Background: an optimization exercise with open tools, aiming at small area, a short achievable clock period and few clock cycles. Do not read the settings as production practice. In this exercise RTL edits were held to simulation tests only and were not proved equivalent to the original. Power and IR drop assume default switching activity.

==> flow/design.v <==
module bitsync_decoder (
    input  wire         clk,
    input  wire         rst,
    input  wire         ev_valid,
    input  wire         ev_resync,
    input  wire         ev_feed,
    input  wire         ev_bit,
    output wire         ev_ready,
    input  wire         forward_invalid,
    output wire         out_valid,
    output wire         out_record,
    output wire         out_crc_ok,
    output reg  [3:0]   out_kind,
    output wire [287:0] out_msg,
    output wire [15:0]  out_crc_calc,
    output wire [15:0]  out_crc_rx,
    output reg  [31:0]  cnt_attempt,
    output reg  [31:0]  cnt_pass,
    output reg  [31:0]  cnt_abandon
);
    reg         sync;
    reg  [4:0]  cnt5;       
    reg         par;        
    reg  [31:0] gb;         
    reg         fe;         
    reg  [3:0]  kf;         
    reg         sv;         
    reg  [1:0]  rsym;
    reg  [4:0]  ngrp;       
    reg  [2:0]  rel  [0:7];
    reg  [28:0] hist [0:7];   
    reg         e1, fin1, ov;
    reg  [4:0]  e1_idx;
    reg  [255:0] msg;       
    reg  [15:0] crc;
    reg         ok_r, rec_r;
    integer s;
    reg         rdy, i_acc, i_rs, i_fd, i_bit;
    assign ev_ready = rdy;
    always @(posedge clk) begin
        if (rst) begin
            rdy   <= 1'b1;
            i_acc <= 1'b0;
        end else begin
            rdy   <= ~(ev_valid & rdy & ev_resync);
            i_acc <= ev_valid & rdy;
        end
        i_rs  <= ev_resync;
        i_fd  <= ev_feed;
        i_bit <= ev_bit;
    end
    wire        acc      = i_acc;
    wire        hunt_eff = i_rs | ~sync;
    wire        abandon  = acc & i_rs & sync;
    wire        lk_feed  = acc & i_fd & ~hunt_eff;
    wire        last_grp = (ngrp == 5'd17);
    wire        grp_done = lk_feed & (cnt5 == 5'd31);
    wire        abort    = abandon & ~(last_grp & (fe | sv));
    wire [3:0]  jst = i_rs ? 4'd0 : cnt5[3:0];
    reg  [4:0]  kmp;
    always @* begin
        case (jst)
            4'd0:  kmp = i_bit ? 5'd1  : 5'd0;
            4'd1:  kmp = i_bit ? 5'd2  : 5'd0;
            4'd2:  kmp = i_bit ? 5'd2  : 5'd3;
            4'd3:  kmp = i_bit ? 5'd4  : 5'd0;
            4'd4:  kmp = i_bit ? 5'd2  : 5'd5;
            4'd5:  kmp = i_bit ? 5'd1  : 5'd6;
            4'd6:  kmp = i_bit ? 5'd7  : 5'd0;
            4'd7:  kmp = i_bit ? 5'd8  : 5'd0;
            4'd8:  kmp = i_bit ? 5'd9  : 5'd3;
            4'd9:  kmp = i_bit ? 5'd2  : 5'd10;
            4'd10: kmp = i_bit ? 5'd4  : 5'd11;
            4'd11: kmp = i_bit ? 5'd12 : 5'd0;
            4'd12: kmp = i_bit ? 5'd2  : 5'd13;
            4'd13: kmp = i_bit ? 5'd1  : 5'd14;
            4'd14: kmp = i_bit ? 5'd1  : 5'd15;
            default: kmp = i_bit ? 5'd16 : 5'd0;
        endcase
    end
    always @(posedge clk) begin
        if (rst) begin
            sync <= 1'b0;
            cnt5 <= 5'd0;
            par  <= 1'b0;
        end else if (acc) begin
            if (i_fd & hunt_eff) begin
                sync <= (kmp == 5'd16);
                cnt5 <= (kmp == 5'd16) ? 5'd0 : kmp;
            end else if (i_rs) begin
                sync <= 1'b0;
                cnt5 <= 5'd0;
            end else if (lk_feed) begin
                cnt5 <= cnt5 + 5'd1;
                if (cnt5 == 5'd31) begin
                    par <= ~par;
                    if (last_grp)
                        sync <= 1'b0;
                end
            end
        end
    end
    wire [3:0] wm  = cnt5[4:1];
    wire [3:0] wsl = par ? {~wm[1:0], ~wm[3:2]} : wm;
    always @(posedge clk)
        if (lk_feed)
            gb[{wsl, ~cnt5[0]}] <= i_bit;
    wire [3:0] rsl = par ? {~kf[1:0], ~kf[3:2]} : kf;
    always @(posedge clk)
        rsym <= {gb[{rsl, 1'b1}], gb[{rsl, 1'b0}]};
    always @(posedge clk) begin
        if (rst) begin
            fe   <= 1'b0;
            sv   <= 1'b0;
            kf   <= 4'd0;
            ngrp <= 5'd0;
        end else begin
            sv <= fe & ~abort;
            if (abort) begin
                fe   <= 1'b0;
                ngrp <= 5'd0;
            end else begin
                if (grp_done) begin
                    fe <= 1'b1;
                    kf <= 4'd0;
                end else if (fe) begin
                    kf <= kf + 4'd1;
                    if (kf == 4'd15)
                        fe <= 1'b0;
                end
                if (sv && kf == 4'd0)
                    ngrp <= last_grp ? 5'd0 : ngrp + 5'd1;
            end
        end
    end
    wire        early = (ngrp == 5'd0) && (kf == 4'd1 || kf == 4'd2 || kf == 4'd3);
    function [2:0] sat7;
        input [2:0] r;
        input [1:0] d;
        reg   [3:0] t;
        begin
            t    = {1'b0, r} + {2'b00, d};
            sat7 = t[3] ? 3'd7 : t[2:0];
        end
    endfunction
    reg  [2:0]  ra, rb;
    reg  [2:0]  a0, a1, a2, b0, b1, b2;
    reg         c0, c1, c2;
    reg  [1:0]  e0;
    reg         x0, x2;
    reg  [7:0]  dec;
    reg  [2:0]  cand   [0:7];
    reg  [2:0]  rel_nx [0:7];
    reg         z_even, z_odd, delta;
    integer j;
    always @* begin
        for (j = 0; j < 4; j = j + 1) begin
            ra = rel[j];
            rb = rel[j + 4];
            a0 = ra;  a1 = sat7(ra, 2'd1);  a2 = sat7(ra, 2'd2);
            b0 = rb;  b1 = sat7(rb, 2'd1);  b2 = sat7(rb, 2'd2);
            c0 = ~early & ~(a0 <= b2);
            c1 = ~early & ~(a1 <= b1);
            c2 = ~early & ~(a2 <= b0);
            e0 = {j[1] ^ j[2], j[0] ^ j[1] ^ j[2]};
            x0 = (rsym == e0);
            x2 = (rsym == ~e0);
            dec[2*j]     = x0 ? c0 : x2 ? c2 : c1;
            dec[2*j + 1] = x0 ? c2 : x2 ? c0 : c1;
            cand[2*j]     = dec[2*j]     ? (x0 ? b2 : x2 ? b0 : b1) : (x0 ? a0 : x2 ? a2 : a1);
            cand[2*j + 1] = dec[2*j + 1] ? (x0 ? b0 : x2 ? b2 : b1) : (x0 ? a2 : x2 ? a0 : a1);
        end
        z_even = (rel[0] == 3'd0) | (rel[2] == 3'd0) | (rel[4] == 3'd0) | (rel[6] == 3'd0);
        z_odd  = (rel[1] == 3'd0) | (rel[3] == 3'd0) | (rel[5] == 3'd0) | (rel[7] == 3'd0);
        delta  = (rsym[1] ^ rsym[0]) ? ~z_odd : ~z_even;
        for (s = 0; s < 8; s = s + 1)
            rel_nx[s] = cand[s] - {2'b00, delta};
    end
    wire init_cost = sync & (ngrp == 5'd0) & ~fe & ~sv;
    reg [28:0] hist_d [0:7];
    always @* begin
        for (s = 0; s < 8; s = s + 1)
            hist_d[s] = ({29{sv & ~dec[s]}} & {hist[s >> 1][27:0], 1'b0})
                      | ({29{sv &  dec[s]}} & {hist[(s >> 1) + 4][27:0], 1'b1})
                      | ({29{~sv}} & hist[s]);
    end
    always @(posedge clk)
        for (s = 0; s < 8; s = s + 1)
            hist[s] <= hist_d[s];
    always @(posedge clk) begin
        if (sv) begin
            for (s = 0; s < 8; s = s + 1)
                rel[s]  <= rel_nx[s];
        end else if (init_cost) begin
            for (s = 0; s < 8; s = s + 1)
                rel[s] <= (s == 0) ? 3'd0 : 3'd7;
        end
    end
    wire em15 = sv & (kf == 4'd0) & (ngrp != 5'd0) & ~last_grp;
    wire em7  = sv & (kf == 4'd8) & (ngrp >= 5'd2);
    wire [4:0] g2 = {ngrp[3:0], 1'b0};
    reg [2:0] amin;
    always @* begin
        amin = 3'd0;
        for (s = 7; s >= 0; s = s - 1)
            if (rel[s] == 3'd0)
                amin = s[2:0];
    end
    wire [2:0] sel = (e1_idx == 5'd31) ? 3'd0 : amin;
    reg [7:0] wsm;
    always @* begin
        case (e1_idx)
            5'd0:  wsm = 8'hff; 5'd1:  wsm = 8'he1; 5'd2:  wsm = 8'h1d; 5'd3:  wsm = 8'h9a;
            5'd4:  wsm = 8'hed; 5'd5:  wsm = 8'h85; 5'd6:  wsm = 8'h33; 5'd7:  wsm = 8'h24;
            5'd8:  wsm = 8'hea; 5'd9:  wsm = 8'h7a; 5'd10: wsm = 8'hd2; 5'd11: wsm = 8'h39;
            5'd12: wsm = 8'h70; 5'd13: wsm = 8'h97; 5'd14: wsm = 8'h57; 5'd15: wsm = 8'h0a;
            5'd16: wsm = 8'h54; 5'd17: wsm = 8'h7d; 5'd18: wsm = 8'h2d; 5'd19: wsm = 8'hd8;
            5'd20: wsm = 8'h6d; 5'd21: wsm = 8'h0d; 5'd22: wsm = 8'hba; 5'd23: wsm = 8'h8f;
            5'd24: wsm = 8'h67; 5'd25: wsm = 8'h59; 5'd26: wsm = 8'hc7; 5'd27: wsm = 8'ha2;
            5'd28: wsm = 8'hbf; 5'd29: wsm = 8'h34; 5'd30: wsm = 8'hca; default: wsm = 8'h18;
        endcase
    end
    wire [7:0] byte_e = hist[sel][28:21] ^ wsm;    
    reg [15:0] crc_in, crc_nx;
    integer ci;
    always @* begin
        crc_in = (e1_idx == 5'd0) ? 16'hFFFF : crc;
        crc_nx = crc_in;
        for (ci = 7; ci >= 0; ci = ci - 1) begin
            if (crc_nx[15] ^ byte_e[ci])
                crc_nx = {crc_nx[14:0], 1'b0} ^ 16'h8005;
            else
                crc_nx = {crc_nx[14:0], 1'b0};
        end
    end
    wire [31:0] tail = {hist[0], 3'b000} ^ 32'h305393df;
    wire [15:0] rx   = tail[31:16];
    wire        ok   = (crc == rx);
    always @(posedge clk) begin
        if (rst) begin
            e1   <= 1'b0;
            fin1 <= 1'b0;
            ov   <= 1'b0;
        end else begin
            e1   <= em15 | em7;
            fin1 <= sv & (kf == 4'd0) & last_grp;
            ov   <= fin1;
        end
        e1_idx   <= em7 ? g2 - 5'd3 : g2 - 5'd2;
        if (e1) begin
            msg <= {msg[247:0], byte_e};
            crc <= crc_nx;
            if (e1_idx == 5'd4)
                out_kind <= kind;
        end
        if (fin1) begin
            ok_r  <= ok;
            rec_r <= ok | forward_invalid;
        end
    end
    always @(posedge clk) begin
        if (rst) begin
            cnt_attempt <= 32'd0;
            cnt_pass    <= 32'd0;
            cnt_abandon <= 32'd0;
        end else begin
            if (fin1) begin
                cnt_attempt <= cnt_attempt + 32'd1;
                if (ok)
                    cnt_pass <= cnt_pass + 32'd1;
            end
            if (abandon)
                cnt_abandon <= cnt_abandon + 32'd1;
        end
    end
    assign out_valid    = ov;
    assign out_crc_ok   = ok_r;
    assign out_record   = rec_r;
    assign out_crc_calc = crc;
    assign out_crc_rx   = rx;
    assign out_msg      = {msg, tail};
    reg [3:0] kind;
    always @* begin
        case (byte_e)
            8'h01, 8'h02, 8'h03: kind = 4'd1;    
            8'h04:               kind = 4'd2;    
            8'h05:               kind = 4'd3;    
            8'h06:               kind = 4'd4;    
            8'h07:               kind = 4'd5;    
            8'h08, 8'h12:        kind = 4'd6;    
            8'h09, 8'h15:        kind = 4'd7;    
            8'h0A:               kind = 4'd8;    
            8'h0B:               kind = 4'd9;    
            8'h10, 8'h11:        kind = 4'd10;   
            8'h13, 8'h14:        kind = 4'd11;   
            default:             kind = 4'd0;    
        endcase
    end
endmodule
clock: 17.0 ns
lec_check: 0
cap_margin: 20
core_margin: 2
core_utilization: 60
place_density: 0.7
slew_margin: 20
standard.sh (not shown) runs the stock make flow with config.mk's settings and CLKGATE_MAP_FILE= SYNTH_SCRIPT=/design/flow/synth_recipe.tcl, a recipe that flattens the netlist after the stock synthesis.
==> flow/flow/run.sh <==
#!/bin/bash
# Standard ORFS layout; only the port buffers are plain sky130 buffers
# (sky130_fd_sc_hd__buf_1) instead of the delay buffer buffer_ports picks.
set -euo pipefail
export BUFFER_PORTS_ARGS="-buffer_cell sky130_fd_sc_hd__buf_1"
bash standard.sh > standard_flow.log 2>&1
Testbench counts at the start, summed over its fixed seeds: cycles 39,048.
==> next run, changes <==
--- a/flow/design.v
+++ b/flow/design.v
@@ -28,10 +28,11 @@
     reg  [1:0]  rsym;
     reg  [4:0]  ngrp;       
     reg  [2:0]  rel  [0:7];
     reg  [28:0] hist [0:7];   
-    reg         e1, fin1, ov;
+    reg         e1, e2, e2_first, fin1, ov;
     reg  [4:0]  e1_idx;
+    reg  [7:0]  b_r;
     reg  [255:0] msg;       
     reg  [15:0] crc;
     reg         ok_r, rec_r;
     integer s;
@@ -219,42 +220,46 @@
             5'd24: wsm = 8'h67; 5'd25: wsm = 8'h59; 5'd26: wsm = 8'hc7; 5'd27: wsm = 8'ha2;
             5'd28: wsm = 8'hbf; 5'd29: wsm = 8'h34; 5'd30: wsm = 8'hca; default: wsm = 8'h18;
         endcase
     end
-    wire [7:0] byte_e = hist[sel][28:21] ^ wsm;    
     reg [15:0] crc_in, crc_nx;
     integer ci;
     always @* begin
-        crc_in = (e1_idx == 5'd0) ? 16'hFFFF : crc;
+        crc_in = e2_first ? 16'hFFFF : crc;
         crc_nx = crc_in;
         for (ci = 7; ci >= 0; ci = ci - 1) begin
-            if (crc_nx[15] ^ byte_e[ci])
+            if (crc_nx[15] ^ b_r[ci])
                 crc_nx = {crc_nx[14:0], 1'b0} ^ 16'h8005;
             else
                 crc_nx = {crc_nx[14:0], 1'b0};
         end
     end
     wire [31:0] tail = {hist[0], 3'b000} ^ 32'h305393df;
+    reg  [31:3] tail_r;     
     wire [15:0] rx   = tail[31:16];
     wire        ok   = (crc == rx);
     always @(posedge clk) begin
         if (rst) begin
             e1   <= 1'b0;
+            e2   <= 1'b0;
             fin1 <= 1'b0;
             ov   <= 1'b0;
         end else begin
             e1   <= em15 | em7;
+            e2   <= e1;
             fin1 <= sv & (kf == 4'd0) & last_grp;
             ov   <= fin1;
         end
         e1_idx   <= em7 ? g2 - 5'd3 : g2 - 5'd2;
-        if (e1) begin
-            msg <= {msg[247:0], byte_e};
+        b_r      <= hist[sel][28:21] ^ wsm;
+        e2_first <= (e1_idx == 5'd0);
+        if (e2) begin
+            msg <= {msg[247:0], b_r};
             crc <= crc_nx;
-            if (e1_idx == 5'd4)
-                out_kind <= kind;
         end
         if (fin1) begin
+            tail_r   <= tail[31:3];
+            out_kind <= kind;
             ok_r  <= ok;
             rec_r <= ok | forward_invalid;
         end
     end
@@ -276,13 +281,13 @@
     assign out_valid    = ov;
     assign out_crc_ok   = ok_r;
     assign out_record   = rec_r;
     assign out_crc_calc = crc;
-    assign out_crc_rx   = rx;
-    assign out_msg      = {msg, tail};
+    assign out_crc_rx   = tail_r[31:16];
+    assign out_msg      = {msg, tail_r, tail[2:0]};
     reg [3:0] kind;
     always @* begin
-        case (byte_e)
+        case (msg[223:216])
             8'h01, 8'h02, 8'h03: kind = 4'd1;    
             8'h04:               kind = 4'd2;    
             8'h05:               kind = 4'd3;    
             8'h06:               kind = 4'd4;    
Cell count climbs by 1.4%. Wire length falls by 0.34%. Non-clock buffer count stays the same. Utilization grows by 0.44 points. Synthesized cell count is higher by 0.75%. Count of clock-buffer cells in the layout came out lower by 6. Power increases by 3.4%. Die area goes up by 3.8%.
Testbench counts after the change, summed over its fixed seeds: cycles 39,048.

## afterwards: timing with drivers on the ports
Ports are ideal in the flow. The routed layouts listed here were re-timed in OpenROAD.
Step 1: set_driving_cell puts a clkbuf_16 on clk and a buf_2 on each other input, an assumption about the parent block.
Step 2 moves the port delays by t, midway between the first and last clock arrival at a register: inputs arrive t later, outputs are due t later. That takes back most of the time a late clock gives input paths.
a / b / c = ideal / step 1 / step 2; a / b = the first two.
| run | shift t [ns] | setup slack, ns | worst slew at a driven data input, ns | pins driven straight from the clock port |
|---|---|---|---|---|
| the first run | 0.677 | 12.034 / 11.971 / 12.163 | 0.06 | 1 |
| the second run | 0.673 | 12.187 / 12.124 / 11.903 | 0.05 | 1 |
After both steps setup and hold are still met in every run listed. The setup slack of the second run, which loses most, moves by -0.063 ns with the drivers and by -0.284 ns with both steps.
